Background: an optimization exercise with open tools, aiming at a short achievable clock period and few clock cycles. Do not read the settings as production practice.
Where RTL was checked, it was by simulation tests only, not by an equivalence proof against the original.
Power is estimated from default activity; no workload was simulated.

==> 12-05: inputs <==
Design wh8_core, start of the top module:
module wh8_core (
    input  wire       clk,
    input  wire       rst,
    input  wire       disp_valid,
    output wire       disp_ready,
    input  wire [1:0] disp_seg,
    input  wire [7:0] disp_pc,
    input  wire [7:0] disp_acc,
    input  wire [7:0] disp_x,
    input  wire [7:0] disp_y,
    input  wire       disp_z,
    input  wire [7:0] disp_ir,
    input  wire [7:0] disp_quantum,
    output wire       mem_req,
    output wire       mem_we,
    output wire [9:0] mem_addr,
    output wire [7:0] mem_wdata,
    input  wire       mem_ack,
    input  wire [7:0] mem_rdata,
    output wire       ret_valid,
    output wire       done_valid,
    output wire [2:0] done_cause,
    output wire [7:0] r_pc,
    output wire [7:0] r_acc,
    output wire [7:0] r_x,
    output wire [7:0] r_y,
    output wire       r_z,
    output wire [7:0] r_ir,
    output reg        con_valid,
    output wire [7:0] con_data
);
    localparam [7:0] OP_BRK   = 8'h00;
    localparam [7:0] OP_ADC   = 8'h6D;
    localparam [7:0] OP_STA   = 8'h8D;
    localparam [7:0] OP_LDY_I = 8'hA0;
    localparam [7:0] OP_LDX_I = 8'hA2;
    localparam [7:0] OP_LDA_I = 8'hA9;
    localparam [7:0] OP_LDY_A = 8'hAC;
  ...
clock: 5.0 ns
lec_check: 0
cap_margin: 20
core_margin: 2
core_utilization: 40
setup_slack_margin: 3.0
slew_margin: 20
dont_use_cells: sky130_fd_sc_hd__a2111o_1 sky130_fd_sc_hd__a2111o_2 sky130_fd_sc_hd__a2111o_4 sky130_fd_sc_hd__a2111oi_0 sky130_fd_sc_hd__a2111oi_1 sky130_fd_sc_hd__a2111oi_2 sky130_fd_sc_hd__a2111oi_4 sky130_fd_sc_hd__a221o_1 sky130_fd_sc_hd__a221o_2 sky130_fd_sc_hd__a221o_4 sky130_fd_sc_hd__a221oi_1 sky130_fd_sc_hd__a221oi_2 sky130_fd_sc_hd__a221oi_4 sky130_fd_sc_hd__a222oi_1 sky130_fd_sc_hd__a311o_1 sky130_fd_sc_hd__a311o_2 sky130_fd_sc_hd__a311o_4 sky130_fd_sc_hd__a311oi_1 sky130_fd_sc_hd__a311oi_2 sky130_fd_sc_hd__a311oi_4 sky130_fd_sc_hd__a32o_1 sky130_fd_sc_hd__a32o_2 sky130_fd_sc_hd__a32o_4 sky130_fd_sc_hd__a32oi_1 sky130_fd_sc_hd__a32oi_2 sky130_fd_sc_hd__a32oi_4 sky130_fd_sc_hd__a41o_1 sky130_fd_sc_hd__a41o_2 sky130_fd_sc_hd__a41o_4 sky130_fd_sc_hd__a41oi_1 sky130_fd_sc_hd__a41oi_2 sky130_fd_sc_hd__a41oi_4 sky130_fd_sc_hd__and4_1 sky130_fd_sc_hd__and4_2 sky130_fd_sc_hd__and4_4 sky130_fd_sc_hd__and4b_1 sky130_fd_sc_hd__and4b_2 sky130_fd_sc_hd__and4b_4 sky130_fd_sc_hd__and4bb_1 sky130_fd_sc_hd__and4bb_2 sky130_fd_sc_hd__and4bb_4 sky130_fd_sc_hd__nand4_1 sky130_fd_sc_hd__nand4_2 sky130_fd_sc_hd__nand4_4 sky130_fd_sc_hd__nand4b_1 sky130_fd_sc_hd__nand4b_2 sky130_fd_sc_hd__nand4b_4 sky130_fd_sc_hd__nand4bb_1 sky130_fd_sc_hd__nand4bb_2 sky130_fd_sc_hd__nand4bb_4 sky130_fd_sc_hd__nor3_1 sky130_fd_sc_hd__nor3_2 sky130_fd_sc_hd__nor3_4 sky130_fd_sc_hd__nor3b_1 sky130_fd_sc_hd__nor3b_2 sky130_fd_sc_hd__nor3b_4 sky130_fd_sc_hd__nor4_1 sky130_fd_sc_hd__nor4_2 sky130_fd_sc_hd__nor4_4 sky130_fd_sc_hd__nor4b_1 sky130_fd_sc_hd__nor4b_2 sky130_fd_sc_hd__nor4b_4 sky130_fd_sc_hd__nor4bb_1 sky130_fd_sc_hd__nor4bb_2 sky130_fd_sc_hd__nor4bb_4 sky130_fd_sc_hd__o2111a_1 sky130_fd_sc_hd__o2111a_2 sky130_fd_sc_hd__o2111a_4 sky130_fd_sc_hd__o2111ai_1 sky130_fd_sc_hd__o2111ai_2 sky130_fd_sc_hd__o2111ai_4 sky130_fd_sc_hd__o221a_1 sky130_fd_sc_hd__o221a_2 sky130_fd_sc_hd__o221a_4 sky130_fd_sc_hd__o221ai_1 sky130_fd_sc_hd__o221ai_2 sky130_fd_sc_hd__o221ai_4 sky130_fd_sc_hd__o311a_1 sky130_fd_sc_hd__o311a_2 sky130_fd_sc_hd__o311a_4 sky130_fd_sc_hd__o311ai_0 sky130_fd_sc_hd__o311ai_1 sky130_fd_sc_hd__o311ai_2 sky130_fd_sc_hd__o311ai_4 sky130_fd_sc_hd__o32a_1 sky130_fd_sc_hd__o32a_2 sky130_fd_sc_hd__o32a_4 sky130_fd_sc_hd__o32ai_1 sky130_fd_sc_hd__o32ai_2 sky130_fd_sc_hd__o32ai_4 sky130_fd_sc_hd__o41a_1 sky130_fd_sc_hd__o41a_2 sky130_fd_sc_hd__o41a_4 sky130_fd_sc_hd__o41ai_1 sky130_fd_sc_hd__o41ai_2 sky130_fd_sc_hd__o41ai_4 sky130_fd_sc_hd__or3_1 sky130_fd_sc_hd__or3_2 sky130_fd_sc_hd__or3_4 sky130_fd_sc_hd__or3b_1 sky130_fd_sc_hd__or3b_2 sky130_fd_sc_hd__or3b_4 sky130_fd_sc_hd__or4_1 sky130_fd_sc_hd__or4_2 sky130_fd_sc_hd__or4_4 sky130_fd_sc_hd__or4b_1 sky130_fd_sc_hd__or4b_2 sky130_fd_sc_hd__or4b_4 sky130_fd_sc_hd__or4bb_1 sky130_fd_sc_hd__or4bb_2 sky130_fd_sc_hd__or4bb_4 
standard.sh (not shown) runs the stock make flow with config.mk's settings and CLKGATE_MAP_FILE= SYNTH_SCRIPT=/design/flow/synth_recipe.tcl, a recipe that flattens the netlist after the stock synthesis.
==> flow/flow/run.sh <==
#!/bin/bash
# Layout flow: the standard flow (standard.sh), with slow many-input OR/NOR,
# AOI/OAI and AND4/NAND4 cells added to the platform's don't-use list so that
# synthesis maps the logic to faster cells. Flip-flop mapping is unchanged,
# so the registers are the standard synthesis's. Each tool's output is kept
# in orfs/logs/; make's own output goes to flow_make.log.
set -euo pipefail
here="$(pwd)"
cells="$(cat flow/dont_use.txt)"
printf '\nexport DONT_USE_CELLS = %s\n' "$cells" >> config.mk
bash standard.sh > "$here/flow_make.log" 2>&1
Other scripts of this flow, unchanged in this note and not shown: flow/flow/dont_use.txt
==> 03-20: changes against 12-05 <==
--- a/flow/design.v
+++ b/flow/design.v
@@ -232,15 +232,15 @@
             d_h  <= (y_d >= 8'd200) ? 2'd2 : (y_d >= 8'd100) ? 2'd1 : 2'd0;
             d_n3 <= (y_d >= 8'd100);
             d_n1 <= (y_d < 8'd10);
         end
         if (z_en)   z   <= z_d;
         if (start)  seg <= disp_seg;
+        addr1 <= addr_en ? addr1_d : addr + 8'd1;
         if (addr_en) begin
             addr  <= addr_d;
-            addr1 <= addr1_d;
             a_ff  <= st_f ? (y == 8'hFF) : (addr1 == 8'hFF);
         end
         if (st_d & i_inc) incv <= inc_d;
         if (start | ret_r) begin
             qleft <= q_d;
             q_is1 <= start ? (disp_quantum == 8'd1) : (qleft == 8'd2);
--- a/flow/config.mk
+++ b/flow/config.mk
@@ -5,10 +5,10 @@
 export SDC_FILE = /design/flow/constraint.sdc
 export NUM_CORES = 4
 export LEC_CHECK = 0
 export CAP_MARGIN = 20
 export CORE_MARGIN = 2
 export CORE_UTILIZATION = 40
-export SETUP_SLACK_MARGIN = 3.0
+export SETUP_SLACK_MARGIN = 3.4
 export SLEW_MARGIN = 20
 
 export DONT_USE_CELLS = sky130_fd_sc_hd__a2111o_1 sky130_fd_sc_hd__a2111o_2 sky130_fd_sc_hd__a2111o_4 sky130_fd_sc_hd__a2111oi_0 sky130_fd_sc_hd__a2111oi_1 sky130_fd_sc_hd__a2111oi_2 sky130_fd_sc_hd__a2111oi_4 sky130_fd_sc_hd__a221o_1 sky130_fd_sc_hd__a221o_2 sky130_fd_sc_hd__a221o_4 sky130_fd_sc_hd__a221oi_1 sky130_fd_sc_hd__a221oi_2 sky130_fd_sc_hd__a221oi_4 sky130_fd_sc_hd__a222oi_1 sky130_fd_sc_hd__a311o_1 sky130_fd_sc_hd__a311o_2 sky130_fd_sc_hd__a311o_4 sky130_fd_sc_hd__a311oi_1 sky130_fd_sc_hd__a311oi_2 sky130_fd_sc_hd__a311oi_4 sky130_fd_sc_hd__a32o_1 sky130_fd_sc_hd__a32o_2 sky130_fd_sc_hd__a32o_4 sky130_fd_sc_hd__a32oi_1 sky130_fd_sc_hd__a32oi_2 sky130_fd_sc_hd__a32oi_4 sky130_fd_sc_hd__a41o_1 sky130_fd_sc_hd__a41o_2 sky130_fd_sc_hd__a41o_4 sky130_fd_sc_hd__a41oi_1 sky130_fd_sc_hd__a41oi_2 sky130_fd_sc_hd__a41oi_4 sky130_fd_sc_hd__and4_1 sky130_fd_sc_hd__and4_2 sky130_fd_sc_hd__and4_4 sky130_fd_sc_hd__and4b_1 sky130_fd_sc_hd__and4b_2 sky130_fd_sc_hd__and4b_4 sky130_fd_sc_hd__and4bb_1 sky130_fd_sc_hd__and4bb_2 sky130_fd_sc_hd__and4bb_4 sky130_fd_sc_hd__nand4_1 sky130_fd_sc_hd__nand4_2 sky130_fd_sc_hd__nand4_4 sky130_fd_sc_hd__nand4b_1 sky130_fd_sc_hd__nand4b_2 sky130_fd_sc_hd__nand4b_4 sky130_fd_sc_hd__nand4bb_1 sky130_fd_sc_hd__nand4bb_2 sky130_fd_sc_hd__nand4bb_4 sky130_fd_sc_hd__nor3_1 sky130_fd_sc_hd__nor3_2 sky130_fd_sc_hd__nor3_4 sky130_fd_sc_hd__nor3b_1 sky130_fd_sc_hd__nor3b_2 sky130_fd_sc_hd__nor3b_4 sky130_fd_sc_hd__nor4_1 sky130_fd_sc_hd__nor4_2 sky130_fd_sc_hd__nor4_4 sky130_fd_sc_hd__nor4b_1 sky130_fd_sc_hd__nor4b_2 sky130_fd_sc_hd__nor4b_4 sky130_fd_sc_hd__nor4bb_1 sky130_fd_sc_hd__nor4bb_2 sky130_fd_sc_hd__nor4bb_4 sky130_fd_sc_hd__o2111a_1 sky130_fd_sc_hd__o2111a_2 sky130_fd_sc_hd__o2111a_4 sky130_fd_sc_hd__o2111ai_1 sky130_fd_sc_hd__o2111ai_2 sky130_fd_sc_hd__o2111ai_4 sky130_fd_sc_hd__o221a_1 sky130_fd_sc_hd__o221a_2 sky130_fd_sc_hd__o221a_4 sky130_fd_sc_hd__o221ai_1 sky130_fd_sc_hd__o221ai_2 sky130_fd_sc_hd__o221ai_4 sky130_fd_sc_hd__o311a_1 sky130_fd_sc_hd__o311a_2 sky130_fd_sc_hd__o311a_4 sky130_fd_sc_hd__o311ai_0 sky130_fd_sc_hd__o311ai_1 sky130_fd_sc_hd__o311ai_2 sky130_fd_sc_hd__o311ai_4 sky130_fd_sc_hd__o32a_1 sky130_fd_sc_hd__o32a_2 sky130_fd_sc_hd__o32a_4 sky130_fd_sc_hd__o32ai_1 sky130_fd_sc_hd__o32ai_2 sky130_fd_sc_hd__o32ai_4 sky130_fd_sc_hd__o41a_1 sky130_fd_sc_hd__o41a_2 sky130_fd_sc_hd__o41a_4 sky130_fd_sc_hd__o41ai_1 sky130_fd_sc_hd__o41ai_2 sky130_fd_sc_hd__o41ai_4 sky130_fd_sc_hd__or3_1 sky130_fd_sc_hd__or3_2 sky130_fd_sc_hd__or3_4 sky130_fd_sc_hd__or3b_1 sky130_fd_sc_hd__or3b_2 sky130_fd_sc_hd__or3b_4 sky130_fd_sc_hd__or4_1 sky130_fd_sc_hd__or4_2 sky130_fd_sc_hd__or4_4 sky130_fd_sc_hd__or4b_1 sky130_fd_sc_hd__or4b_2 sky130_fd_sc_hd__or4b_4 sky130_fd_sc_hd__or4bb_1 sky130_fd_sc_hd__or4bb_2 sky130_fd_sc_hd__or4bb_4 
==> qor summary <==
item	12-05	03-20
Sequential fraction of total cell area	0.316	0.261
Maximum clock frequency	428 MHz	440 MHz
Effective utilization at floorplan	0.408	0.408
Critical path capture point	o_addr[6]$_DFF_P_	addr[7]$_DFFE_PN_
Final hold slack	462 ps	451 ps
Synthesized-area fraction occupied by ao, oa, aoi and oai cells	0.202	0.195
Post-synthesis share of cell area spent on full adders, half adders and majority gates	0.0419	0.0416
Gr usage total	0.255	0.295
Crit-path max FO	4	5
Sequential share of power	0.398	0.355
CP max-delay cell	sky130_fd_sc_hd__fa_2	sky130_fd_sc_hd__ha_4
Source of the critical timing path	mem_rdata[0]	mem_rdata[4]
Number of unique standard cell types used by synthesis	57	56
Outcome	no timing/DRC/antenna violations	no timing/DRC/antenna violations
Library cell with the highest instance count after synthesis	sky130_fd_sc_hd__a21oi_1	sky130_fd_sc_hd__nand2_1
Minimum period implied by the final worst setup slack	2330 ps	2270 ps
Final standard cell area without fillers	15800 sq um	19000 sq um
WHS Endpoint	o_cause[1]$_SDFF_PN0_	o_cause[0]$_SDFF_PN0_
Final cell count without fillers	1954	2166
Die outline area	30800 sq um	31800 sq um
Slew at the pin closest to its max-slew limit	696 ps	646 ps
Tap cell instance count	384	390
Logic power comb	1480 uW	2180 uW
Placed insts	1814	1902
M1 GR Usage	0.345	0.402
P_seq	2100 uW	2180 uW
Worst setup slack after layout	2670 ps	2730 ps
Testbench counts of 03-20, summed over its fixed seeds: cycles 416,322.
No functional check of the RTL was part of 12-05.

==> 05-15 <==
Another version of the RTL of wh8_core (not shown whole).
clock: 5.0 ns
lec_check: 0
cap_margin: 20
core_margin: 2
core_utilization: 40
setup_slack_margin: 3.0
slew_margin: 20
dont_use_cells: sky130_fd_sc_hd__a2111o_1 sky130_fd_sc_hd__a2111o_2 sky130_fd_sc_hd__a2111o_4 sky130_fd_sc_hd__a2111oi_0 sky130_fd_sc_hd__a2111oi_1 sky130_fd_sc_hd__a2111oi_2 sky130_fd_sc_hd__a2111oi_4 sky130_fd_sc_hd__a221o_1 sky130_fd_sc_hd__a221o_2 sky130_fd_sc_hd__a221o_4 sky130_fd_sc_hd__a221oi_1 sky130_fd_sc_hd__a221oi_2 sky130_fd_sc_hd__a221oi_4 sky130_fd_sc_hd__a222oi_1 sky130_fd_sc_hd__a311o_1 sky130_fd_sc_hd__a311o_2 sky130_fd_sc_hd__a311o_4 sky130_fd_sc_hd__a311oi_1 sky130_fd_sc_hd__a311oi_2 sky130_fd_sc_hd__a311oi_4 sky130_fd_sc_hd__a32o_1 sky130_fd_sc_hd__a32o_2 sky130_fd_sc_hd__a32o_4 sky130_fd_sc_hd__a32oi_1 sky130_fd_sc_hd__a32oi_2 sky130_fd_sc_hd__a32oi_4 sky130_fd_sc_hd__a41o_1 sky130_fd_sc_hd__a41o_2 sky130_fd_sc_hd__a41o_4 sky130_fd_sc_hd__a41oi_1 sky130_fd_sc_hd__a41oi_2 sky130_fd_sc_hd__a41oi_4 sky130_fd_sc_hd__and4_1 sky130_fd_sc_hd__and4_2 sky130_fd_sc_hd__and4_4 sky130_fd_sc_hd__and4b_1 sky130_fd_sc_hd__and4b_2 sky130_fd_sc_hd__and4b_4 sky130_fd_sc_hd__and4bb_1 sky130_fd_sc_hd__and4bb_2 sky130_fd_sc_hd__and4bb_4 sky130_fd_sc_hd__nand4_1 sky130_fd_sc_hd__nand4_2 sky130_fd_sc_hd__nand4_4 sky130_fd_sc_hd__nand4b_1 sky130_fd_sc_hd__nand4b_2 sky130_fd_sc_hd__nand4b_4 sky130_fd_sc_hd__nand4bb_1 sky130_fd_sc_hd__nand4bb_2 sky130_fd_sc_hd__nand4bb_4 sky130_fd_sc_hd__nor3_1 sky130_fd_sc_hd__nor3_2 sky130_fd_sc_hd__nor3_4 sky130_fd_sc_hd__nor3b_1 sky130_fd_sc_hd__nor3b_2 sky130_fd_sc_hd__nor3b_4 sky130_fd_sc_hd__nor4_1 sky130_fd_sc_hd__nor4_2 sky130_fd_sc_hd__nor4_4 sky130_fd_sc_hd__nor4b_1 sky130_fd_sc_hd__nor4b_2 sky130_fd_sc_hd__nor4b_4 sky130_fd_sc_hd__nor4bb_1 sky130_fd_sc_hd__nor4bb_2 sky130_fd_sc_hd__nor4bb_4 sky130_fd_sc_hd__o2111a_1 sky130_fd_sc_hd__o2111a_2 sky130_fd_sc_hd__o2111a_4 sky130_fd_sc_hd__o2111ai_1 sky130_fd_sc_hd__o2111ai_2 sky130_fd_sc_hd__o2111ai_4 sky130_fd_sc_hd__o221a_1 sky130_fd_sc_hd__o221a_2 sky130_fd_sc_hd__o221a_4 sky130_fd_sc_hd__o221ai_1 sky130_fd_sc_hd__o221ai_2 sky130_fd_sc_hd__o221ai_4 sky130_fd_sc_hd__o311a_1 sky130_fd_sc_hd__o311a_2 sky130_fd_sc_hd__o311a_4 sky130_fd_sc_hd__o311ai_0 sky130_fd_sc_hd__o311ai_1 sky130_fd_sc_hd__o311ai_2 sky130_fd_sc_hd__o311ai_4 sky130_fd_sc_hd__o32a_1 sky130_fd_sc_hd__o32a_2 sky130_fd_sc_hd__o32a_4 sky130_fd_sc_hd__o32ai_1 sky130_fd_sc_hd__o32ai_2 sky130_fd_sc_hd__o32ai_4 sky130_fd_sc_hd__o41a_1 sky130_fd_sc_hd__o41a_2 sky130_fd_sc_hd__o41a_4 sky130_fd_sc_hd__o41ai_1 sky130_fd_sc_hd__o41ai_2 sky130_fd_sc_hd__o41ai_4 sky130_fd_sc_hd__or3_1 sky130_fd_sc_hd__or3_2 sky130_fd_sc_hd__or3_4 sky130_fd_sc_hd__or3b_1 sky130_fd_sc_hd__or3b_2 sky130_fd_sc_hd__or3b_4 sky130_fd_sc_hd__or4_1 sky130_fd_sc_hd__or4_2 sky130_fd_sc_hd__or4_4 sky130_fd_sc_hd__or4b_1 sky130_fd_sc_hd__or4b_2 sky130_fd_sc_hd__or4b_4 sky130_fd_sc_hd__or4bb_1 sky130_fd_sc_hd__or4bb_2 sky130_fd_sc_hd__or4bb_4 
Scripts as last shown in full above: flow/flow/run.sh
Other scripts of this flow, unchanged in this note and not shown: flow/flow/dont_use.txt
==> inputs of 09-18, as changes to 05-15 <==
--- a/flow/design.v
+++ b/flow/design.v
@@ -67,15 +67,14 @@
     endfunction
     reg st_idle;    
     reg st_f;       
     reg st_a1;      
     reg st_a2;      
     reg st_d;       
     reg st_w;       
-    reg st_s0;      
     reg st_s1;      
     reg st_s2;      
     reg st_fz;      
     reg [7:0] pc, acc, x, y, ir;
     reg       z;
     reg       x_is1, x_is2;    
     reg [1:0] seg;
@@ -86,20 +85,21 @@
     reg [7:0] addr1;      
     reg       a_ff;       
     reg [7:0] incv;       
     reg       i_two;      
     reg       i_bne, i_ldai, i_ldxi, i_ldyi;
     reg       i_lda, i_ldx, i_ldy, i_adc, i_cpx, i_sta, i_inc;
     reg [7:0] lo;
-    reg [2:0] fcause_r;
     reg [1:0] d_h;
     reg [6:0] d_r;
+    reg [2:0] fcause_r;
     reg       d_n3, d_n1;      
     reg       s1_two;          
-    reg [7:0] ch2, ch3;
+    reg       s1_first;        
+    reg [7:0] ch3;
     reg       ret_r, done_r, rdy_r, req_r, we_r;
     reg [2:0] o_cause;
     reg [9:0] o_addr;
     reg [7:0] o_wdata, o_pc, o_acc, o_x, o_y, o_ir, o_con;
     reg       o_z;
     assign mem_req    = req_r;
     assign mem_we     = we_r;
@@ -139,16 +139,16 @@
     wire [7:0] addr2 = addr1 + 8'd1;
     wire [7:0] tgt   = addr1 + rd;
     wire [8:0] tgt1w = {addr1, 1'b1} + {rd, 1'b1};
     wire [7:0] tgt1  = tgt1w[8:1];
     wire       taken = i_bne & ~z;
     wire qlast   = ~qinf & (ret_r ? q_is2 : q_is1);
     wire f_go    = st_f & ack;
-    wire retire  = (f_go & d_nop) | (st_a1 & ack & ~i_two) | (st_d & ack & ~i_inc) |
-                   (st_w & ack) | (st_s0 & d_n1) | (st_s1 & ~s1_two) |
+    wire retire  = (f_go & (d_nop | (d_sys & x_is1 & d_n1))) | (st_a1 & ack & ~i_two) |
+                   (st_d & ack & ~i_inc) | (st_w & ack) | (st_s1 & ~s1_two) |
                    (st_s2 & ack & ~rd_nz);
     wire fault   = (f_go & ~(d_args | d_nop | (d_sys & (x_is1 | x_is2)))) |
                    (st_a2 & ack & rd_nz) | (st_s2 & ack & rd_nz & a_ff);
     wire [2:0] fcause = st_a2 ? C_OPSEG : st_s2 ? C_STRSEG :
                         d_brk ? C_BRK : d_sys ? C_SYSARG : C_ILLEGAL;
     wire stop_q  = retire & qlast;
     wire start   = st_idle & disp_valid;
@@ -156,97 +156,101 @@
         if (rst) begin
             st_idle <= 1'b1;
             st_f    <= 1'b0;
             st_a1   <= 1'b0;
             st_a2   <= 1'b0;
             st_d    <= 1'b0;
             st_w    <= 1'b0;
-            st_s0   <= 1'b0;
             st_s1   <= 1'b0;
             st_s2   <= 1'b0;
             st_fz   <= 1'b0;
             req_r   <= 1'b0;
             we_r    <= 1'b0;
             ret_r   <= 1'b0;
             done_r  <= 1'b0;
             rdy_r   <= 1'b1;
             con_valid <= 1'b0;
         end else begin
             st_idle <= (st_idle & ~disp_valid) | st_fz | stop_q;
             rdy_r   <= (st_idle & ~disp_valid) | st_fz | stop_q;
             req_r   <= start | (req_r & ~st_fz & ~stop_q);
+            st_fz   <= fault;
             st_f    <= start | (st_f & ~ack) | (retire & ~qlast);
             st_a1   <= (st_a1 & ~ack) | (f_go & d_args);
             st_a2   <= (st_a2 & ~ack) | (st_a1 & ack & i_two);
             st_d    <= (st_d & ~ack) | (st_a2 & ack & ~rd_nz);
             st_w    <= (st_w & ~ack) | (st_d & ack & i_inc);
-            st_s0   <= f_go & d_sys & x_is1;
-            st_s1   <= (st_s0 & ~d_n1) | (st_s1 & s1_two);
+            st_s1   <= (f_go & d_sys & x_is1 & ~d_n1) | (st_s1 & s1_two);
+            s1_first <= st_f;
             st_s2   <= (st_s2 & ~(ack & (~rd_nz | a_ff))) | (f_go & d_sys & x_is2);
-            st_fz   <= fault;
             we_r    <= (st_a2 & ack & i_sta & ~rd_nz) | (st_d & ~ack & we_r) |
                        (st_d & ack & i_inc) | (st_w & ~ack);
             ret_r   <= retire;
             done_r  <= st_fz | stop_q;
-            con_valid <= st_s0 | st_s1 | (st_s2 & ack & rd_nz & ~a_ff);
+            con_valid <= (f_go & d_sys & x_is1) | st_s1 | (st_s2 & ack & rd_nz & ~a_ff);
         end
     end
     wire       tk      = st_a1 & taken;                     
     wire       fs2     = st_f & d_sys & x_is2;              
     wire       s2c     = st_s2 & rd_nz;                     
-    wire       pc_en   = start | st_fz | st_f | st_a1 | st_a2;
-    wire [7:0] pc_e    = start ? disp_pc : st_fz ? 8'd0 : addr1;
+    wire       pc_en   = start | st_f | st_a1 | st_a2;
+    wire [7:0] pc_e    = start ? disp_pc : addr1;
     wire [7:0] pc_d    = tk ? tgt : pc_e;
-    wire       ir_en   = start | st_fz | st_f;
-    wire [7:0] ir_d    = start ? disp_ir : st_fz ? 8'd0 : rd;
-    wire       acc_en  = start | st_fz | (st_a1 & i_ldai) | (st_d & i_lda) | (st_d & i_adc & ack);
+    wire       ir_en   = start | st_f;
+    wire [7:0] ir_d    = start ? disp_ir : rd;
+    wire       adc_go  = st_d & i_adc & ack;
+    wire       acc_en  = start | (st_a1 & i_ldai) | (st_d & i_lda) | adc_go;
     wire [7:0] acc_sum = acc + rd;
-    wire [7:0] acc_d   = (st_d & i_adc) ? acc_sum : start ? disp_acc : st_fz ? 8'd0 : rd;
-    wire       x_en    = start | st_fz | (st_a1 & i_ldxi) | (st_d & i_ldx);
-    wire [7:0] x_d     = start ? disp_x : st_fz ? 8'd0 : rd;
-    wire       y_en    = start | st_fz | (st_a1 & i_ldyi) | (st_d & i_ldy);
-    wire [7:0] y_d     = start ? disp_y : st_fz ? 8'd0 : rd;
-    wire       z_en    = start | st_fz | (st_d & i_cpx);
-    wire       z_d     = start ? disp_z : st_fz ? 1'b0 : (rd == x);
+    wire [7:0] acc_d   = (st_d & i_adc) ? acc_sum : start ? disp_acc : rd;
+    wire       x_en    = start | (st_a1 & i_ldxi) | (st_d & i_ldx);
+    wire [7:0] x_d     = start ? disp_x : rd;
+    wire       y_en    = start | (st_a1 & i_ldyi) | (st_d & i_ldy);
+    wire [7:0] y_d     = start ? disp_y : rd;
+    wire       z_en    = start | (st_d & i_cpx);
+    wire       z_d     = start ? disp_z : (rd == x);
     wire       addr_en = start | (ack & (st_f | st_a1 | st_a2 | st_w | st_s2 | (st_d & ~i_inc)));
     wire [7:0] addr_e  = start ? disp_pc : st_a2 ? lo : (st_f | st_a1) ? addr1 : pc;
     wire [7:0] addr_d  = tk ? tgt : (fs2 | s2c) ? (st_f ? y : addr1) : addr_e;
     wire [7:0] addr1_e = start ? disp_pc + 8'd1 : st_a2 ? lo + 8'd1 : (st_f | st_a1) ? addr2 : pc + 8'd1;
     wire [7:0] addr1_d = tk ? tgt1 : (fs2 | s2c) ? (st_f ? y + 8'd1 : addr2) : addr1_e;
-    wire [7:0] oaddr_e = addr_en ? addr_e : (st_s0 | st_s1) ? pc : addr;
+    wire [7:0] oaddr_e = addr_en ? addr_e : st_s1 ? pc : addr;
     wire [7:0] oaddr_d = (ack & tk) ? tgt : (ack & (fs2 | s2c)) ? (st_f ? y : addr1) : oaddr_e;
     wire [1:0] seg_d   = start ? disp_seg : seg;
     wire [7:0] inc_d   = rd + 8'd1;
     wire       inc_now = st_d & ack & i_inc;
     wire [7:0] q_d     = start ? disp_quantum : qleft - 8'd1;
     always @(posedge clk) begin
         if (pc_en)  pc  <= pc_d;
         if (ir_en)  ir  <= ir_d;
         if (acc_en) acc <= acc_d;
         if (x_en) begin
             x     <= x_d;
             x_is1 <= (x_d == 8'd1);
             x_is2 <= (x_d == 8'd2);
         end
-        if (y_en)   y   <= y_d;
+        if (y_en) begin
+            y    <= y_d;
+            d_h  <= (y_d >= 8'd200) ? 2'd2 : (y_d >= 8'd100) ? 2'd1 : 2'd0;
+            d_n3 <= (y_d >= 8'd100);
+            d_n1 <= (y_d < 8'd10);
+        end
         if (z_en)   z   <= z_d;
         if (start)  seg <= disp_seg;
         addr1 <= addr_en ? addr1_d : addr + 8'd1;
         if (addr_en) begin
             addr  <= addr_d;
             a_ff  <= st_f ? (y == 8'hFF) : (addr1 == 8'hFF);
         end
         if (st_d & i_inc) incv <= inc_d;
         if (start | ret_r) begin
             qleft <= q_d;
             q_is1 <= start ? (disp_quantum == 8'd1) : (qleft == 8'd2);
             q_is2 <= start ? (disp_quantum == 8'd2) : (qleft == 8'd3);
         end
         if (start) qinf <= (disp_quantum == 8'd0);
-        if (~st_fz) fcause_r <= fcause;
         if (st_f) begin
             i_two  <= d_two;
             i_bne  <= d_bne;
             i_ldai <= d_ldai;
             i_ldxi <= d_ldxi;
             i_ldyi <= d_ldyi;
             i_lda  <= d_lda;
@@ -254,31 +258,24 @@
             i_ldy  <= d_ldy;
             i_adc  <= d_adc;
             i_cpx  <= d_cpx;
             i_sta  <= d_sta;
             i_inc  <= d_inc;
         end
         if (st_a1) lo <= rd;
-        if (st_f) begin
-            d_h  <= (y >= 8'd200) ? 2'd2 : (y >= 8'd100) ? 2'd1 : 2'd0;
-            d_r  <= (y >= 8'd200) ? y - 8'd200 : (y >= 8'd100) ? y - 8'd100 : y;
-            d_n3 <= (y >= 8'd100);
-            d_n1 <= (y < 8'd10);
-        end
-        if (st_s0 | st_s1) begin
-            ch2    <= st_s0 ? {4'h3, d_n3 ? dec_tens(d_r) : dec_ones(d_r)} : ch3;
-            s1_two <= st_s0 & d_n3;
-        end
-        if (st_s0) ch3 <= {4'h3, dec_ones(d_r)};
+        if (st_f) d_r <= y[6:0] - (d_h[1] ? 7'd72 : d_h[0] ? 7'd100 : 7'd0);
+        if (st_f | st_s1) s1_two <= st_f & d_n3;
+        if (st_s1) ch3 <= {4'h3, dec_ones(d_r)};
+        if (~st_fz) fcause_r <= fcause;
         o_pc    <= tk ? tgt : st_fz ? 8'd0 : pc_en ? pc_e : pc;
         o_ir    <= st_fz ? 8'd0 : ir_en  ? ir_d  : ir;
-        o_acc   <= (st_d & i_adc & ack) ? acc_sum : st_fz ? 8'd0 : acc_en ? acc_d : acc;
+        o_acc   <= adc_go ? acc_sum : st_fz ? 8'd0 : acc_en ? acc_d : acc;
         o_x     <= st_fz ? 8'd0 : x_en   ? x_d   : x;
         o_y     <= st_fz ? 8'd0 : y_en   ? y_d   : y;
         o_z     <= st_fz ? 1'b0 : z_en   ? z_d   : z;
         o_addr  <= {seg_d, oaddr_d};
         o_wdata <= inc_now ? inc_d : st_w ? incv : acc;
         o_cause <= st_fz ? fcause_r : C_QUANTUM;
-        o_con   <= st_s0 ? {4'h3, d_n3 ? {2'b00, d_h} : d_n1 ? d_r[3:0] : dec_tens(d_r)} :
-                   st_s1 ? ch2 : rd;
+        o_con   <= st_f  ? {4'h3, d_n3 ? {2'b00, d_h} : d_n1 ? y[3:0] : dec_tens(y[6:0])} :
+                   st_s1 ? (s1_first ? {4'h3, d_n3 ? dec_tens(d_r) : dec_ones(d_r)} : ch3) : rd;
     end
 endmodule
CORE_UTILIZATION = 30   (was 40)
==> notes <==
Between 05-15 and 09-18, the lower die area is in 05-15 (gap about 30%, measured against 09-18). In 09-18 the sequential cell count is lower than in 05-15, by 4. Against 09-18, the first-iteration DRC count of 05-15 is larger by 4.4%. Of 09-18 and 05-15, 09-18 has the higher via count (gap about 10%, measured against 05-15). Of 09-18 and 05-15, 05-15 has the higher sequential share of layout area (gap 2.4 points). Of 09-18 and 05-15, 09-18 has the higher total power (gap about 3%, measured against 05-15). 09-18 passed the timing, DRC and antenna checks. 05-15 went through all stages and came out clean.
Testbench counts of 09-18, summed over its fixed seeds: cycles 416,322.
No functional check of the RTL was part of 05-15.

-- port drivers added, routing unchanged --
No port has a modelled driver above. Below, the same layouts with a new extraction and two added sets of constraints. Step 1 (the two cells are an assumption about what drives the block):
set clk [get_ports {clk}]
set_driving_cell -lib_cell sky130_fd_sc_hd__clkbuf_16 $clk
set_driving_cell -lib_cell sky130_fd_sc_hd__buf_2 [delete_from_list [all_inputs] $clk]
Step 2 times the ports against the registers' clock, not the clock port: input delays grow and output delays shrink by t, the midpoint of the rising clock arrivals with the driver on. Slacks: ideal / step 1 / step 2; pairs: ideal / step 1.
| run | t (ns) | setup slack, ns | worst register clock-pin slew, ns | worst data-port slew with drivers (ns) |
|---|---|---|---|---|
| 12-05 | 0.581 | 2.666 / 2.654 / 2.073 | 0.07 / 0.07 | 0.06 |
| 03-20 | 0.578 | 2.728 / 2.739 / 2.161 | 0.06 / 0.06 | 0.06 |
| 05-15 | 0.572 | 2.675 / 2.688 / 2.116 | 0.06 / 0.06 | 0.06 |
| 09-18 | 0.601 | 2.800 / 2.804 / 2.203 | 0.07 / 0.07 | 0.07 |
After both steps setup and hold are still met in every run listed. For 09-18, which loses most, drivers alone change the setup slack by +0.004 ns; drivers and shift together by -0.597 ns.
